This design comes from an exercise in tuning for small area on the open sky130 flow, not from production work.
The RTL was checked by simulation tests, not by an equivalence proof against the original design.
No driver is modelled on the clock port, so clocking that relies on it looks cheaper here than on a real chip.
Power figures rest on the tool's default switching activity, not on a simulated workload.

==> flow/design.v <==
module ung_rx_parser (
    input  wire        clk,
    input  wire        rst,           
    input  wire        rx_valid,
    input  wire [7:0]  rx_byte,
    output reg         evt_valid,
    output wire [7:0]  evt_addr,
    output wire [31:0] evt_w0,
    output wire [31:0] evt_volume,
    output wire [31:0] evt_amount,
    output wire [31:0] evt_price
);
    function [15:0] crc_step;
        input [15:0] c;
        input [7:0]  b;
        reg [7:0] x;
        begin
            x = c[15:8] ^ b;
            x = x ^ {4'd0, x[7:4]};
            crc_step = {c[7:0], 8'd0} ^ {x[3:0], 12'd0} ^ {3'd0, x, 5'd0} ^ {8'd0, x};
        end
    endfunction
    function [24:0] rca25;
        input [24:0] a;
        input [24:0] b;
        input        cin;
        integer i;
        reg c;
        begin
            c = cin;
            for (i = 0; i < 25; i = i + 1) begin
                rca25[i] = a[i] ^ b[i] ^ c;
                c = (a[i] & b[i]) | (c & (a[i] ^ b[i]));
            end
        end
    endfunction
    reg [5:0]  cnt;               
    reg [7:0]  win0, win1, win2;  
    reg [15:0] crc;               
    reg [7:0]  addr;
    reg        k_st, k_va, k_pr;  
    reg        first;             
    reg [26:0] acc;
    reg [26:0] hold;
    wire is_end = (rx_byte == 8'hFA);
    wire push   = rx_valid && !is_end;
    wire step   = push && (cnt >= 6'd3);    
    wire overflow = push && (cnt == 6'd63);
    wire at0  = (cnt == 6'd3);
    wire at2  = (cnt == 6'd5);
    wire at3  = (cnt == 6'd6);
    wire at4  = (cnt == 6'd7);
    wire at5  = (cnt == 6'd8);
    wire at8  = (cnt == 6'd11);
    wire at9  = (cnt == 6'd12);
    wire [3:0] nh = win0[7:4];
    wire [3:0] nl = win0[3:0];
    wire       bcd_ok = (nh <= 4'd9) && (nl <= 4'd9);
    wire va_win = k_va && (cnt >= 6'd8) && (cnt <= 6'd15);    
    wire pr_win = k_pr && (cnt >= 6'd9);                      
    wire [19:0] acc_m = first ? 20'd0 : acc[19:0];
    wire h30 = nh[3] & nh[0];
    wire [24:0] rw1 = {1'b0, acc_m, nh[2] | nh[3], nh[1] | nh[3], nh[0] | nh[3],
                       nh[1] | h30};
    wire [24:0] rw2 = {2'b0, acc_m, nh[3], nh[2] | nh[3], h30};
    wire [24:0] rw3 = {5'b0, acc_m};
    wire [24:0] csa_s = rw1 ^ rw2 ^ rw3;
    wire [24:0] csa_c = {(rw1[23:0] & rw2[23:0]) | (rw1[23:0] & rw3[23:0]) |
                         (rw2[23:0] & rw3[23:0]), nl[3] | nl[2]};
    wire [24:0] acc_hi = rca25(csa_s, csa_c, nl[3] | (nh[0] & nl[1]));
    wire [26:0] acc_next = {acc_hi, nl[1] ^ nh[0], nl[0]};
    wire        big = (acc >= 27'd1000000);
    wire va_next = k_va && (win0 == 8'h04);    
    wire crc_match = (crc == {win1, win0});
    wire decode_ok = crc_match &&
                     ((k_st && cnt >= 6'd9) ||
                      (k_va && cnt >= 6'd16) ||
                      (k_pr && cnt >= 6'd10));
    always @(posedge clk) begin
        if (rst) begin
            cnt       <= 6'd0;
            evt_valid <= 1'b0;
        end else begin
            evt_valid <= rx_valid && is_end && decode_ok;
            if (rx_valid) begin
                if (is_end)
                    cnt <= 6'd0;
                else if (cnt != 6'd63)
                    cnt <= cnt + 6'd1;
            end
        end
    end
    always @(posedge clk) begin
        if (push) begin
            win0 <= win1;
            win1 <= win2;
            win2 <= rx_byte;
        end
        if (step) begin
            crc <= crc_step(at0 ? 16'hFFFF : crc, win0);
            first <= (at4 && va_next) || (at8 && k_va) || (at5 && !k_va);
            if (at0) addr <= win0;
            if (at2) begin
                k_st <= (win0 == 8'h81);
                k_pr <= (win0 == 8'h83);
                k_va <= 1'b0;
            end
            if (at3) begin
                k_st <= k_st && (win0 >= 8'd2);
                k_va <= k_st && (win0 >= 8'd8);
            end
            if (at4) begin
                k_st <= k_st && (win0 == 8'h00);
                k_va <= va_next;
            end
            if (at5)
                hold[7:0] <= win0;
            if (at9 && k_va)
                hold <= acc;
            if (va_win || pr_win) begin
                acc <= acc_next;
                if (!bcd_ok || (pr_win && !first && big)) begin
                    k_va <= 1'b0;
                    k_pr <= 1'b0;
                end
            end
            if (overflow) begin
                k_st <= 1'b0;
                k_va <= 1'b0;
                k_pr <= 1'b0;
            end
        end
    end
    assign evt_addr   = addr;
    assign evt_w0     = {11'd0, k_pr & hold[4], {4{k_pr}} & hold[3:0],
                         {8{k_st}} & hold[7:0], 2'b00,
                         k_pr, k_pr, k_pr, k_va, k_va, k_st};
    assign evt_volume = {5'd0, {27{k_va}} & hold};
    assign evt_amount = {5'd0, {27{k_va}} & acc};
    assign evt_price  = {5'd0, {27{k_pr}} & acc};
endmodule
export LEC_CHECK = 0
export CAP_MARGIN = 20
export CORE_MARGIN = 2
export CORE_UTILIZATION = 25
export PLACE_DENSITY = 0.95
export SLEW_MARGIN = 20
create_clock -name core_clock -period 10.0 [get_ports {clk}]
standard.sh (not shown) runs the stock make flow with config.mk's settings and CLKGATE_MAP_FILE= SYNTH_SCRIPT=/design/flow/synth_recipe.tcl, a recipe that flattens the netlist after the stock synthesis.
==> flow/flow/run.sh <==
#!/bin/bash
# The standard layout (standard.sh: standard synthesis, floorplan, place,
# CTS, route, finish) with these changes:
#  - the constant outputs share one tie cell (SKIP_REPAIR_TIE_FANOUT=1)
#    instead of one tie cell each;
#  - the port buffers that global placement inserts use the smallest buffer
#    cell (buf_1) instead of the default one;
#  - clock tree synthesis uses clkbuf_8 buffers, no dummy loads, and H-tree
#    leaves of up to CTS_LEAF_SINKS registers (flow/cts.py runs ORFS's cts.tcl
#    after setting that limit, which clock_tree_synthesis has no option for).
# Every ORFS step writes its full log under orfs/logs/ (the CTS step's log is
# orfs/logs/.../4_1_cts.log); make's own output goes to make_*.log here.
set -euo pipefail
here=$(pwd)
args=(
  "SKIP_REPAIR_TIE_FANOUT=1"
  "BUFFER_PORTS_ARGS=-buffer_cell sky130_fd_sc_hd__buf_1"
  "CTS_ARGS=-sink_clustering_enable -repair_clock_nets -dont_use_dummy_load -buf_list sky130_fd_sc_hd__clkbuf_8"
)
export CTS_LEAF_SINKS=20
bash standard.sh "${args[@]}" place > make_place.log 2>&1
bash standard.sh "${args[@]}" "RUN_SCRIPT=$here/flow/cts.py" RUN_LOG_NAME_STEM=4_1_cts run > make_cts.log 2>&1
test -f orfs/results/sky130hd/ung_rx_parser/base/4_1_cts.odb
bash standard.sh "${args[@]}" finish > make_finish.log 2>&1
==> flow/flow/cts.py <==
import os
from openroad import Design, Tech

tech = Tech()
design = Design(tech)
design.getTritonCts().getParms().setNumMaxLeafSinks(int(os.environ["CTS_LEAF_SINKS"]))
design.evalTclString("source $::env(SCRIPTS_DIR)/cts.tcl")
The first run went through all stages and came out clean.
Change:
Settings changed: PLACE_DENSITY 0.95 to 0.85.
=> The changed run ran to the end with no violations; wire length shrinks by 3.3%; core utilization shrinks by 0.10 points; sequential power stays flat; maximum frequency grows by 0.79%; power hardly moves; worst hold slack gets better by 0.0088 ns; final area shrinks by 0.36%; register-to-register slack gets better by 0.08 ns; worst setup slack gets better by 0.077 ns; count of clock-buffer cells in the layout does not change.
Change:
Settings changed: TNS_END_PERCENT from default to 0.
The new run finished with timing, DRC and antenna clean.
Count of clock-buffer cells in the layout is unchanged.
Clock power barely changes.
Critical path depth stays the same.
Maximum frequency is unchanged.
Worst setup slack does not change.
Wire length does not change.
Global-route usage is unchanged.
Cell area is unchanged.
Hold slack stays the same.
Non-clock buffer count is unchanged.
First-iteration DRC count is unchanged.
Change:
--- a/flow/flow/run.sh
+++ b/flow/flow/run.sh
@@ -3,6 +3,4 @@
 # CTS, route, finish) with these changes:
-#  - the constant outputs share one tie cell (SKIP_REPAIR_TIE_FANOUT=1)
-#    instead of one tie cell each;
 #  - the port buffers that global placement inserts use the smallest buffer
-#    cell (buf_1) instead of the default one;
+#    cell instead of the default one;
 #  - clock tree synthesis uses clkbuf_8 buffers, no dummy loads, and H-tree
Settings changed: TNS_END_PERCENT 0 to default.
Wire length stays the same.
Global-route usage does not change.
Total power stays the same.
Non-clock buffer count stays the same.
Die area stays the same.
Sequential share of layout area stays the same.
Final cell count does not change.
Register-to-register slack stays flat.

job 1189:
RTL: the design.v shown in full above, as it stands there.
clock: 10.0 ns
lec_check: 0
cap_margin: 20
core_margin: 2
core_utilization: 25
place_density: 0.85
slew_margin: 20
==> flow/flow/run.sh <==
#!/bin/bash
# The standard layout (standard.sh: standard synthesis, floorplan, place,
# CTS, route, finish) with these changes:
#  - the port buffers that global placement inserts use the smallest buffer
#    cell instead of the default one;
#  - clock tree synthesis uses clkbuf_8 leaf buffers under a clkbuf_16 root,
#    no dummy loads, and H-tree
#    leaves of up to CTS_LEAF_SINKS registers (flow/cts.py runs ORFS's cts.tcl
#    after setting that limit, which clock_tree_synthesis has no option for).
# Every ORFS step writes its full log under orfs/logs/ (the CTS step's log is
# orfs/logs/.../4_1_cts.log); make's own output goes to make_*.log here.
set -euo pipefail
here=$(pwd)
args=(
  "SKIP_REPAIR_TIE_FANOUT=1"
  "BUFFER_PORTS_ARGS=-buffer_cell sky130_fd_sc_hd__buf_1"
  "CTS_ARGS=-sink_clustering_enable -repair_clock_nets -dont_use_dummy_load -buf_list sky130_fd_sc_hd__clkbuf_8 -root_buf sky130_fd_sc_hd__clkbuf_16"
)
export CTS_LEAF_SINKS=20
bash standard.sh "${args[@]}" place > make_place.log 2>&1
bash standard.sh "${args[@]}" "RUN_SCRIPT=$here/flow/cts.py" RUN_LOG_NAME_STEM=4_1_cts run > make_cts.log 2>&1
test -f orfs/results/sky130hd/ung_rx_parser/base/4_1_cts.odb
bash standard.sh "${args[@]}" finish > make_finish.log 2>&1
Scripts as last shown in full above: flow/flow/cts.py
Every stage of the flow completed for job 1189, and the final layout passed the timing, DRC and antenna checks.
For job 7719, these inputs were changed with respect to job 1189:
Settings: CORE_UTILIZATION changed from 25 to 20.
Notes after the runs:
- Delta (job 7719 minus job 1189): die footprint grew by 24%; worst setup slack shows a reduction of 0.031 ns.
- Compared with job 1189, in job 7719 core utilization now smaller, number of flip-flops and latches in the synthesized netlist flat, global-route usage went down 1.8 points, power share of the sequential group picked up an extra 0.4 points, area taken by multi-input logic gates down about 0.4%.
--- input diff job 7719..job 9865 ---
Settings: a change of CORE_UTILIZATION from 20 to 32.
Notes after the runs:
Per the comparison of job 9865 with job 7719, setup slack after layout flat, detailed placer's ending HPWL dropped about 6%, synthesized area level. Between job 9865 and job 7719, the difference in count of flip-flops with a built-in enable after synthesis is negligible. In the reports for job 9865 and job 7719, the larger area taken by multi-input logic gates belongs to job 9865.
diff inputs: job 9865 => job 4546
Settings: an added CELL_PAD_IN_SITES_DETAIL_PLACEMENT of 0; a change of CORE_UTILIZATION from 32 to 25; an added CELL_PAD_IN_SITES_GLOBAL_PLACEMENT of 0.
--- a/flow/flow/run.sh
+++ b/flow/flow/run.sh
@@ -2,8 +2,9 @@
 # The standard layout (standard.sh: standard synthesis, floorplan, place,
 # CTS, route, finish) with these changes:
+#  - the constant outputs share one tie cell (SKIP_REPAIR_TIE_FANOUT=1)
+#    instead of one tie cell each;
 #  - the port buffers that global placement inserts use the smallest buffer
-#    cell instead of the default one;
-#  - clock tree synthesis uses clkbuf_8 leaf buffers under a clkbuf_16 root,
-#    no dummy loads, and H-tree
+#    cell (buf_1) instead of the default one;
+#  - clock tree synthesis uses clkbuf_8 buffers, no dummy loads, and H-tree
 #    leaves of up to CTS_LEAF_SINKS registers (flow/cts.py runs ORFS's cts.tcl
 #    after setting that limit, which clock_tree_synthesis has no option for).
@@ -15,5 +16,5 @@
   "SKIP_REPAIR_TIE_FANOUT=1"
   "BUFFER_PORTS_ARGS=-buffer_cell sky130_fd_sc_hd__buf_1"
-  "CTS_ARGS=-sink_clustering_enable -repair_clock_nets -dont_use_dummy_load -buf_list sky130_fd_sc_hd__clkbuf_8 -root_buf sky130_fd_sc_hd__clkbuf_16"
+  "CTS_ARGS=-sink_clustering_enable -repair_clock_nets -dont_use_dummy_load -buf_list sky130_fd_sc_hd__clkbuf_8"
 )
 export CTS_LEAF_SINKS=20
## What came out
- Going from job 9865 to job 4546, clock skew grows by 0.016 ns.
- Per the comparison of job 4546 with job 9865, area overhead of the layout relative to synthesis decreased 1.4 points, time the final worst path needs with I/O delays and setup grew by 0.0081 ns, final critical-path setup slack shows a reduction of 0.0081 ns.
- Relative to job 9865, buffer count excluding the clock tree in the final layout has decreased by 7 in job 4546.
- Per the comparison of job 4546 with job 9865, total via count after detailed routing down 155; pin slew with the least headroom to its limit shows an increase of 0.13 ns; routing usage on met2 went down by 6.0 points; die area picked up an extra 6100 sq um.
Setup changes, job 4546 to job 9385
Settings: CELL_PAD_IN_SITES_DETAIL_PLACEMENT no longer set, was 0; CELL_PAD_IN_SITES_GLOBAL_PLACEMENT no longer set, was 0; ABC_AREA now 1, previously not set.
Results
Job 9385: full flow OK, the timing, DRC and antenna checks passed
Per the comparison of job 9385 with job 4546, clock edge transition at the registers on the reported setup and hold paths now sits at about the same level; total of fill cells in the finished design now sits higher; utilization now sits higher; area after synthesis now sits higher; number of buffer and inverter instances along the worst setup path now sits higher.
| cell-internal power | job 9385 vs job 4546 | worse |
Job 4546 → job 9385: wire length saw an increase, met3 track demand over resource essentially unchanged, setup slack higher.

Setup of run E:
// ung_rx_parser: RTL as listed in full above, without the edits since
clock: 10.0 ns
lec_check: 0
cap_margin: 20
core_margin: 2
core_utilization: 25
place_density: 0.75
slew_margin: 20
==> flow/flow/run.sh <==
#!/bin/bash
# The standard layout (standard.sh: standard synthesis, floorplan, place,
# CTS, route, finish) with these changes:
#  - the constant outputs share one tie cell (SKIP_REPAIR_TIE_FANOUT=1)
#    instead of one tie cell each;
#  - the port buffers that global placement inserts use the smallest buffer
#    cell (buf_1) instead of the default one;
#  - clock tree synthesis uses clkbuf_8 buffers, no dummy loads, and H-tree
#    leaves of up to CTS_LEAF_SINKS registers (flow/cts.py runs ORFS's cts.tcl
#    after setting that limit, which clock_tree_synthesis has no option for).
# Every ORFS step writes its full log under orfs/logs/ (the CTS step's log is
# orfs/logs/.../4_1_cts.log); make's own output goes to make_*.log here.
set -euo pipefail
here=$(pwd)
args=(
  "SKIP_REPAIR_TIE_FANOUT=1"
  "BUFFER_PORTS_ARGS=-buffer_cell sky130_fd_sc_hd__buf_1"
  "CTS_ARGS=-sink_clustering_enable -repair_clock_nets -dont_use_dummy_load -buf_list sky130_fd_sc_hd__clkbuf_8"
)
export CTS_LEAF_SINKS=20
bash standard.sh "${args[@]}" place > make_place.log 2>&1
bash standard.sh "${args[@]}" "RUN_SCRIPT=$here/flow/cts.py" RUN_LOG_NAME_STEM=4_1_cts run > make_cts.log 2>&1
test -f orfs/results/sky130hd/ung_rx_parser/base/4_1_cts.odb
bash standard.sh "${args[@]}" finish > make_finish.log 2>&1
Scripts as last shown in full above: flow/flow/cts.py
What run R does differently from run E at the input level:
# run E
export LEC_CHECK = 0
export CAP_MARGIN = 20
export CORE_MARGIN = 2
export CORE_UTILIZATION = 25
export PLACE_DENSITY = 0.75
export SLEW_MARGIN = 20
create_clock -name core_clock -period 10.0 [get_ports {clk}]
# run R
export LEC_CHECK = 0
export CAP_MARGIN = 20
export CORE_MARGIN = 2
export CORE_UTILIZATION = 25
export PLACE_DENSITY = 0.9
export SLEW_MARGIN = 20
create_clock -name core_clock -period 10.0 [get_ports {clk}]
--- outcome ---
Run R vs. run E: peak clock frequency supported by timing saw little to no change, setup slack went down. Per the comparison of run R with run E, synthesized netlist cell count barely changed; average wire per cell in the routed design +0.071 um; total half-perimeter wirelength after legalization and detailed placement held; tightest hold margin now smaller.

the baseline:
// ung_rx_parser: RTL as listed in full above, without the edits since
Settings: LEC_CHECK=0, CAP_MARGIN=20, CORE_MARGIN=2, CORE_UTILIZATION=25, GPL_ROUTABILITY_DRIVEN=0, PLACE_DENSITY=0.85, SLEW_MARGIN=20; clock period 10.0 ns.
Scripts as last shown in full above: flow/flow/run.sh, flow/flow/cts.py
Relative to the baseline, the following input files were edited for the candidate:
Settings: a deleted GPL_ROUTABILITY_DRIVEN that had been 0; a change of PLACE_DENSITY from 0.85 to 0.8.
### Flow results
- No stage failed in the baseline, and the final checks on the layout all came back clean.
- The candidate finished every step from synthesis to the final layout, and the layout passed the timing, DRC and antenna checks.
- Diff the candidate..the baseline | clock-buffer cell count | unchanged
- Compare the candidate and the baseline | achievable frequency higher: the candidate
- The candidate vs. the baseline: final critical delay including setup and external delays saw a decrease, utilization saw an increase, total number of vias saw an increase, final cell count saw an increase.
- Comparing the baseline with the candidate, the area after detailed placement came out essentially unchanged.
- Looking only at first-pass GRT wire length, and setting everything else aside, the higher value of the candidate and the baseline goes to the candidate.
- Cell area | the candidate vs the baseline | the candidate larger
- The candidate: sequential share of layout area is 0.28 points lower than what the baseline reported.
- The baseline -> the candidate: clock network area share flat

[separate check: timing with driven ports]
In the flow no input, the clock included, has a driving cell. The finished layouts below were timed again as built, in two steps. Step 1, drivers: a clkbuf_16 drives clk and a buf_2 each remaining input, both assumed. Step 2 also shifts input and output timing later by t, the mid clock arrival at the registers, as if the neighbouring blocks saw the same clock. a / b / c = ideal / step 1 / step 2; a / b = the first two.
run | t, ns | setup WS [ns] | worst setup path after step 2 | pins driven straight from the clock port
the first run of note 1 | 0.409 | 0.183 / 0.183 / 0.183 | register to register | 1
the second run of note 1 | 0.395 | 0.260 / 0.260 / 0.260 | register to register | 1
the third run of note 1 | 0.395 | 0.260 / 0.260 / 0.260 | register to register | 1
the fourth run of note 1 | 0.395 | 0.260 / 0.260 / 0.260 | register to register | 1
job 1189 | 0.385 | 0.300 / 0.300 / 0.300 | register to register | 1
job 7719 | 0.377 | 0.269 / 0.269 / 0.269 | register to register | 1
job 9865 | 0.391 | 0.268 / 0.268 / 0.268 | register to register | 1
job 4546 | 0.395 | 0.260 / 0.260 / 0.260 | register to register | 1
job 9385 | 0.405 | 0.307 / 0.307 / 0.307 | register to register | 1
run E | 0.409 | 0.271 / 0.271 / 0.271 | register to register | 1
run R | 0.402 | 0.266 / 0.266 / 0.266 | register to register | 1
the baseline | 0.395 | 0.260 / 0.260 / 0.260 | register to register | 1
the candidate | 0.420 | 0.297 / 0.297 / 0.297 | register to register | 1
After both steps every run listed still meets setup and hold.
